Background: an optimization exercise with open tools, aiming at small area. Do not read the settings as production practice.
In this exercise RTL edits were held to simulation tests only and were not proved equivalent to the original.

==> flow/design.v <==
module upid_sym_enc (
    input  wire [4:0] idx,
    output wire [6:0] chr
);
    wire lt6 = ~idx[4] & ~idx[3] & ~(idx[2] & idx[1]);
    wire c6  = ~lt6;
    wire c2  = idx[1] | idx[0];
    assign chr[0] = idx[0] ^ c6;
    assign chr[1] = ~(idx[1] ^ (c6 & idx[0]));
    assign chr[2] = idx[2] ^ (idx[1] | (c6 & idx[0]));
    assign chr[3] = c6 & ~(idx[3] ^ (idx[2] & c2));
    assign chr[4] = lt6 | ~(idx[4] ^ (idx[3] | (idx[2] & c2)));
    assign chr[5] = 1'b1;
    assign chr[6] = c6;
endmodule
module upid_sym_dec (
    input  wire [7:0] chr,
    output wire       valid,
    output wire [4:0] val
);
    wire [4:0] d = chr[4:0];
    wire L = chr[6];
    wire letter_ok = (d != 5'd0) & ~(d[4] & d[3] & (d[2] | (d[1] & d[0])));
    wire digit_ok  = d[4] & ~d[3] & (d[2] | d[1]);
    assign valid = ~chr[7] & chr[5] & (L ? letter_ok : digit_ok);
    wire c3 = d[2] | (d[1] & d[0]);
    assign val[0] = d[0] ^ L;
    assign val[1] = ~(d[1] ^ (L & ~d[0]));
    assign val[2] = ~(d[2] ^ (d[1] & (d[0] | ~L)));
    assign val[3] = L & (d[3] ^ c3);
    assign val[4] = L & (d[4] ^ (d[3] & c3));
endmodule
module upid_core (
    input  wire [3:0]   op,
    input  wire [4:0]   in_idx,
    input  wire [207:0] in_b,
    input  wire [7:0]   in_len,
    input  wire [127:0] in_val,
    input  wire [19:0]  in_pfx,
    input  wire [63:0]  in_ts,
    input  wire [63:0]  in_rnd,
    input  wire [3:0]   in_ver,
    output wire [3:0]   code,
    output wire [127:0] w
);
    genvar i;
    wire [25:0]  dv;
    wire [129:0] dbits;
    generate
        for (i = 0; i < 26; i = i + 1) begin : g_dec
            upid_sym_dec u_dec (.chr(in_b[8*i +: 8]), .valid(dv[i]), .val(dbits[129-5*i -: 5]));
        end
    endgenerate
    wire [127:0] w_pack = {in_ts[39:0], in_rnd, in_pfx, in_ver};
    wire [127:0] w_fb;
    generate
        for (i = 0; i < 16; i = i + 1) begin : g_fb
            assign w_fb[127-8*i -: 8] = in_b[8*i +: 8];
        end
    endgenerate
    wire [3:0] fill;
    assign fill[0] = (in_len[2:0] == 3'd0);
    assign fill[1] = (in_len[2:0] <= 3'd1);
    assign fill[2] = (in_len[2:0] <= 3'd2);
    assign fill[3] = (in_len[2:0] <= 3'd3);
    wire op_symenc = (op == 4'd0);
    wire op_symdec = (op == 4'd1);
    wire op_pack   = (op == 4'd2);
    wire op_unpack = (op == 4'd3);
    wire op_totext = (op == 4'd4);
    wire op_ftext  = (op == 4'd5);
    wire op_pfxenc = (op == 4'd6);
    wire op_pfxdec = (op == 4'd7);
    wire op_tobyte = (op == 4'd8);
    wire op_fbyte  = (op == 4'd9);
    wire s_val = op_unpack | op_totext | op_tobyte;
    wire s_dec = op_ftext | op_symdec | op_pfxenc;
    wire [19:0] fillw = {{5{fill[0]}}, {5{fill[1]}}, {5{fill[2]}}, {5{fill[3]}}} & {20{op_pfxenc}};
    wire [127:0] w_common = ({128{s_val}}     & in_val)
                          | ({128{op_pack}}   & w_pack)
                          | ({128{s_dec}}     & dbits[129:2])
                          | ({128{op_fbyte}}  & w_fb);
    assign w[107:0]   = w_common[107:0];
    assign w[127:108] = w_common[127:108]
                      | fillw
                      | ({20{op_pfxdec}} & in_pfx)
                      | ({20{op_symenc}} & {in_idx, 15'd0});
    wire len26 = (in_len == 8'd26);
    wire len16 = (in_len == 8'd16);
    wire pe_long = (in_len > 8'd4);
    wire [3:0] pe_bad = ~dv[3:0] & ~fill;
    reg [2:0] st;
    always @* begin
        case (op)
            4'd0, 4'd3, 4'd4, 4'd7, 4'd8: st = 3'd0;
            4'd1: st = dv[0] ? 3'd0 : 3'd1;
            4'd2: st = (in_ts[63:40] != 24'd0) ? 3'd4 : 3'd0;
            4'd5: st = !len26 ? 3'd2 : (!(&dv) || dbits[1:0] != 2'b00) ? 3'd1 : 3'd0;
            4'd6: st = pe_long ? 3'd3 : (|pe_bad) ? 3'd1 : 3'd0;
            4'd9: st = len16 ? 3'd0 : 3'd2;
            default: st = 3'd5;
        endcase
    end
    reg [2:0] cls;
    always @* begin
        case (op)
            4'd5, 4'd9: cls = 3'd2;
            4'd8:       cls = 3'd5;
            4'd6:       cls = 3'd6;
            4'd7:       cls = 3'd7;
            default:    cls = op[2:0];
        endcase
    end
    assign code = (st != 3'd0) ? {1'b1, st} : {1'b0, cls};
endmodule
module upid_codec (
    input  wire         clk,
    input  wire         rst,        
    input  wire         req_valid,
    input  wire [3:0]   op,
    input  wire [4:0]   in_idx,
    input  wire [207:0] in_b,
    input  wire [7:0]   in_len,
    input  wire [127:0] in_val,
    input  wire [19:0]  in_pfx,
    input  wire [63:0]  in_ts,
    input  wire [63:0]  in_rnd,
    input  wire [3:0]   in_ver,
    output reg          resp_valid,
    output wire [2:0]   status,
    output wire [4:0]   out_idx,
    output wire [207:0] out_b,
    output wire [7:0]   out_len,
    output wire [127:0] out_val,
    output wire [19:0]  out_pfx,
    output wire [39:0]  out_ts,
    output wire [63:0]  out_rnd,
    output wire [3:0]   out_ver
);
    wire [3:0]   c_code;
    wire [127:0] c_w;
    upid_core u_core (
        .op(op), .in_idx(in_idx), .in_b(in_b), .in_len(in_len), .in_val(in_val),
        .in_pfx(in_pfx), .in_ts(in_ts), .in_rnd(in_rnd), .in_ver(in_ver),
        .code(c_code), .w(c_w)
    );
    reg [3:0]   code_r;
    reg [127:0] w_n;    
    wire [127:0] w_r = ~w_n;
    always @(posedge clk) begin
        if (rst) resp_valid <= 1'b0;
        else     resp_valid <= req_valid;
    end
    always @(posedge clk) begin
        code_r <= c_code;
        w_n  <= ~c_w;
    end
    wire ok = ~code_r[3];
    wire e_symenc = ok & (code_r[2:0] == 3'd0);
    wire e_symdec = ok & (code_r[2:0] == 3'd1);
    wire e_val    = ok & (code_r[2:0] == 3'd2);
    wire e_unpack = ok & (code_r[2:0] == 3'd3);
    wire e_totext = ok & (code_r[2:0] == 3'd4);
    wire e_tobyte = ok & (code_r[2:0] == 3'd5);
    wire e_pfxenc = ok & (code_r[2:0] == 3'd6);
    wire e_pfxdec = ok & (code_r[2:0] == 3'd7);
    assign status  = {3{code_r[3]}} & code_r[2:0];
    assign out_idx = {5{e_symdec}} & w_r[127:123];
    assign out_val = {128{e_val}} & w_r;
    assign out_ts  = {40{e_unpack}} & w_r[127:88];
    assign out_rnd = {64{e_unpack}} & w_r[87:24];
    assign out_ver = {4{e_unpack}} & w_r[3:0];
    assign out_pfx = ({20{e_unpack}} & w_r[23:4]) | ({20{e_pfxenc}} & w_r[127:108]);
    wire [3:0] nf;
    assign nf[0] = (w_r[127:123] != 5'd31);
    assign nf[1] = (w_r[122:118] != 5'd31);
    assign nf[2] = (w_r[117:113] != 5'd31);
    assign nf[3] = (w_r[112:108] != 5'd31);
    wire [3:0] pd_lane;    
    assign pd_lane[3] = nf[3];
    assign pd_lane[2] = nf[3] | nf[2];
    assign pd_lane[1] = pd_lane[2] | nf[1];
    assign pd_lane[0] = pd_lane[1] | nf[0];
    wire [2:0] pd_len = nf[3] ? 3'd4 : nf[2] ? 3'd3 : nf[1] ? 3'd2 : nf[0] ? 3'd1 : 3'd0;
    wire [129:0] tb = {w_r, 2'b00};
    genvar i;
    generate
        for (i = 0; i < 26; i = i + 1) begin : g_lane
            wire [6:0] chr;
            upid_sym_enc u_enc (.idx(tb[129-5*i -: 5]), .chr(chr));
            wire en_t;
            if (i == 0)
                assign en_t = e_totext | e_symenc | (e_pfxdec & pd_lane[0]);
            else if (i < 4)
                assign en_t = e_totext | (e_pfxdec & pd_lane[i]);
            else
                assign en_t = e_totext;
            wire [7:0] tchr = {1'b0, chr & {7{en_t}}};
            if (i < 16) begin : g_byte
                assign out_b[8*i +: 8] = tchr | ({8{e_tobyte}} & w_r[127-8*i -: 8]);
            end else begin : g_txt
                assign out_b[8*i +: 8] = tchr;
            end
        end
    endgenerate
    assign out_len = ({8{e_symenc}} & 8'd1)
                   | ({8{e_totext}} & 8'd26)
                   | ({8{e_tobyte}} & 8'd16)
                   | ({8{e_pfxdec}} & {5'd0, pd_len});
endmodule
export LEC_CHECK = 0
export CAP_MARGIN = 20
export CORE_AREA = 5 5 195 195
export DIE_AREA = 0 0 200 200
export SLEW_MARGIN = 20
create_clock -name core_clock -period 5.0 [get_ports {clk}]
standard.sh (not shown) runs the stock make flow with config.mk's settings and CLKGATE_MAP_FILE= SYNTH_SCRIPT=/design/flow/synth_recipe.tcl, a recipe that flattens the netlist after the stock synthesis.
==> flow/flow/run.sh <==
#!/bin/bash
# Layout flow: the standard ORFS flow with three changes:
#  - synthesis skips Yosys's extract_fa (flow/synth.tcl), registers unchanged;
#  - the port buffers are made from the smallest buffer cell;
#  - the clock tree is built without dummy loads.
# make's full output goes to flow.log; ORFS keeps each step's log under orfs/logs.
set -euo pipefail
bash standard.sh \
  "SYNTH_SCRIPT=$PWD/flow/synth.tcl" \
  "BUFFER_PORTS_ARGS=-buffer_cell sky130_fd_sc_hd__buf_1" \
  "CTS_ARGS=-sink_clustering_enable -repair_clock_nets -dont_use_dummy_load" \
  finish > flow.log 2>&1
==> flow/flow/synth.tcl <==
proc synth {args} { yosys synth -nofsm -noshare {*}$args }
proc extract_fa {args} { puts "extract_fa skipped" }
source $::env(SCRIPTS_DIR)/synth.tcl
# left out here: clear keep_hierarchy, flatten, clean up, hide names made inside functions, write 1_2_yosys.v
The starting point died in I/O pin placement (3_2_place_iop), error PPL-0024.
Next try:
==> flow/flow/run.sh (replaced) <==
#!/bin/bash
# Layout flow: the standard ORFS flow with these changes:
#  - synthesis skips Yosys's extract_fa and maps with flow/abc_area.script
#    (flow/synth.tcl); the registers are the standard synthesis's;
#  - the port buffers are made from the smallest buffer cell;
#  - the clock tree is built from clkbuf_8 cells, without dummy loads.
# make's full output goes to flow.log; ORFS keeps each step's log under orfs/logs.
set -euo pipefail
bash standard.sh \
  "SYNTH_SCRIPT=$PWD/flow/synth.tcl" \
  "BUFFER_PORTS_ARGS=-buffer_cell sky130_fd_sc_hd__buf_1" \
  "CTS_ARGS=-sink_clustering_enable -repair_clock_nets -dont_use_dummy_load -buf_list sky130_fd_sc_hd__clkbuf_8" \
  finish > flow.log 2>&1
==> flow/flow/abc_area.script (new file) <==
&get -n
&st
&dch
&nf
&put
--- a/flow/flow/synth.tcl
+++ b/flow/flow/synth.tcl
@@ -2,0 +3,8 @@
+# Map the logic with flow/abc_area.script (one &dch/&nf pass, no ABC
+# buffering or sizing; the placer's resizer sizes the cells).
+set ::flow_dir [file dirname [file normalize [info script]]]
+proc abc {args} {
+  set i [lsearch $args -script]
+  lset args [expr {$i + 1}] $::flow_dir/abc_area.script
+  yosys abc {*}$args
+}
Settings changed: CAP_MARGIN 20 to 5, CORE_AREA 5 5 195 195 to 5 5 295 295, DIE_AREA 0 0 200 200 to 0 0 300 300, SLEW_MARGIN 20 to 5.
The changed run went through all stages and came out clean.
Area after synthesis fell by a little under a tenth.
Synthesized cell count falls by a few percent.
Next try:
==> flow/flow/run.sh (replaced) <==
#!/bin/bash
# Layout flow: the standard ORFS flow with three changes:
#  - synthesis skips Yosys's extract_fa (flow/synth.tcl), registers unchanged;
#  - the port buffers are made from the smallest buffer cell;
#  - the clock tree is built without dummy loads.
# make's full output goes to flow.log; ORFS keeps each step's log under orfs/logs.
set -euo pipefail
bash standard.sh \
  "SYNTH_SCRIPT=$PWD/flow/synth.tcl" \
  "BUFFER_PORTS_ARGS=-buffer_cell sky130_fd_sc_hd__buf_1" \
  "CTS_ARGS=-sink_clustering_enable -repair_clock_nets -dont_use_dummy_load" \
  finish > flow.log 2>&1
==> flow/flow/synth.tcl (replaced) <==
proc synth {args} { yosys synth -nofsm -noshare {*}$args }
proc extract_fa {args} { puts "extract_fa skipped" }
source $::env(SCRIPTS_DIR)/synth.tcl
# left out here: clear keep_hierarchy, flatten, clean up, hide names made inside functions, write 1_2_yosys.v
Settings changed: CAP_MARGIN 5 to 20, SLEW_MARGIN 5 to 20.
removed: flow/flow/abc_area.script
The new run completed without violations.
Count of clock-buffer cells in the layout is unchanged.
First-iteration DRC count increases by 23%.
Sequential share of layout area fell by 0.45 points.
Synthesized cell count is higher by 4.5%.
Die area stays the same.
Fmax is higher by 4.2%.
Worst setup slack gains 180 ps.

[port drivers added, routing unchanged]
The results above use ideal ports. As a check the final layouts listed here were re-extracted and re-timed, cells and wires unchanged.
Step 1: set_driving_cell puts a clkbuf_16 on clk and a buf_2 on each other input, an assumption about the parent block.
Step 2 adds t to the input delays and takes it off the output delays; t is the mean of the earliest and latest rising clock arrival at the registers after step 1. Input paths then give back, and output paths get back, about the clock's delay inside the block.
Slacks: ideal / step 1 / step 2; pairs: ideal / step 1.
run | t (ns) | slack for setup (ns) | worst hold slack (ns) | worst setup path after step 2 | cell pins on the clock port's net
the second run | 0.605 | 0.607 / 0.542 / 0.549 | 0.605 / 0.574 / 1.179 | input to register | 1
the third run | 0.525 | 0.786 / 0.732 / 0.742 | 0.675 / 0.648 / 1.173 | input to register | 1
After both steps every run listed still meets setup and hold. For the second run, which loses most, drivers alone change the setup slack by -0.065 ns; drivers and shift together by -0.058 ns.
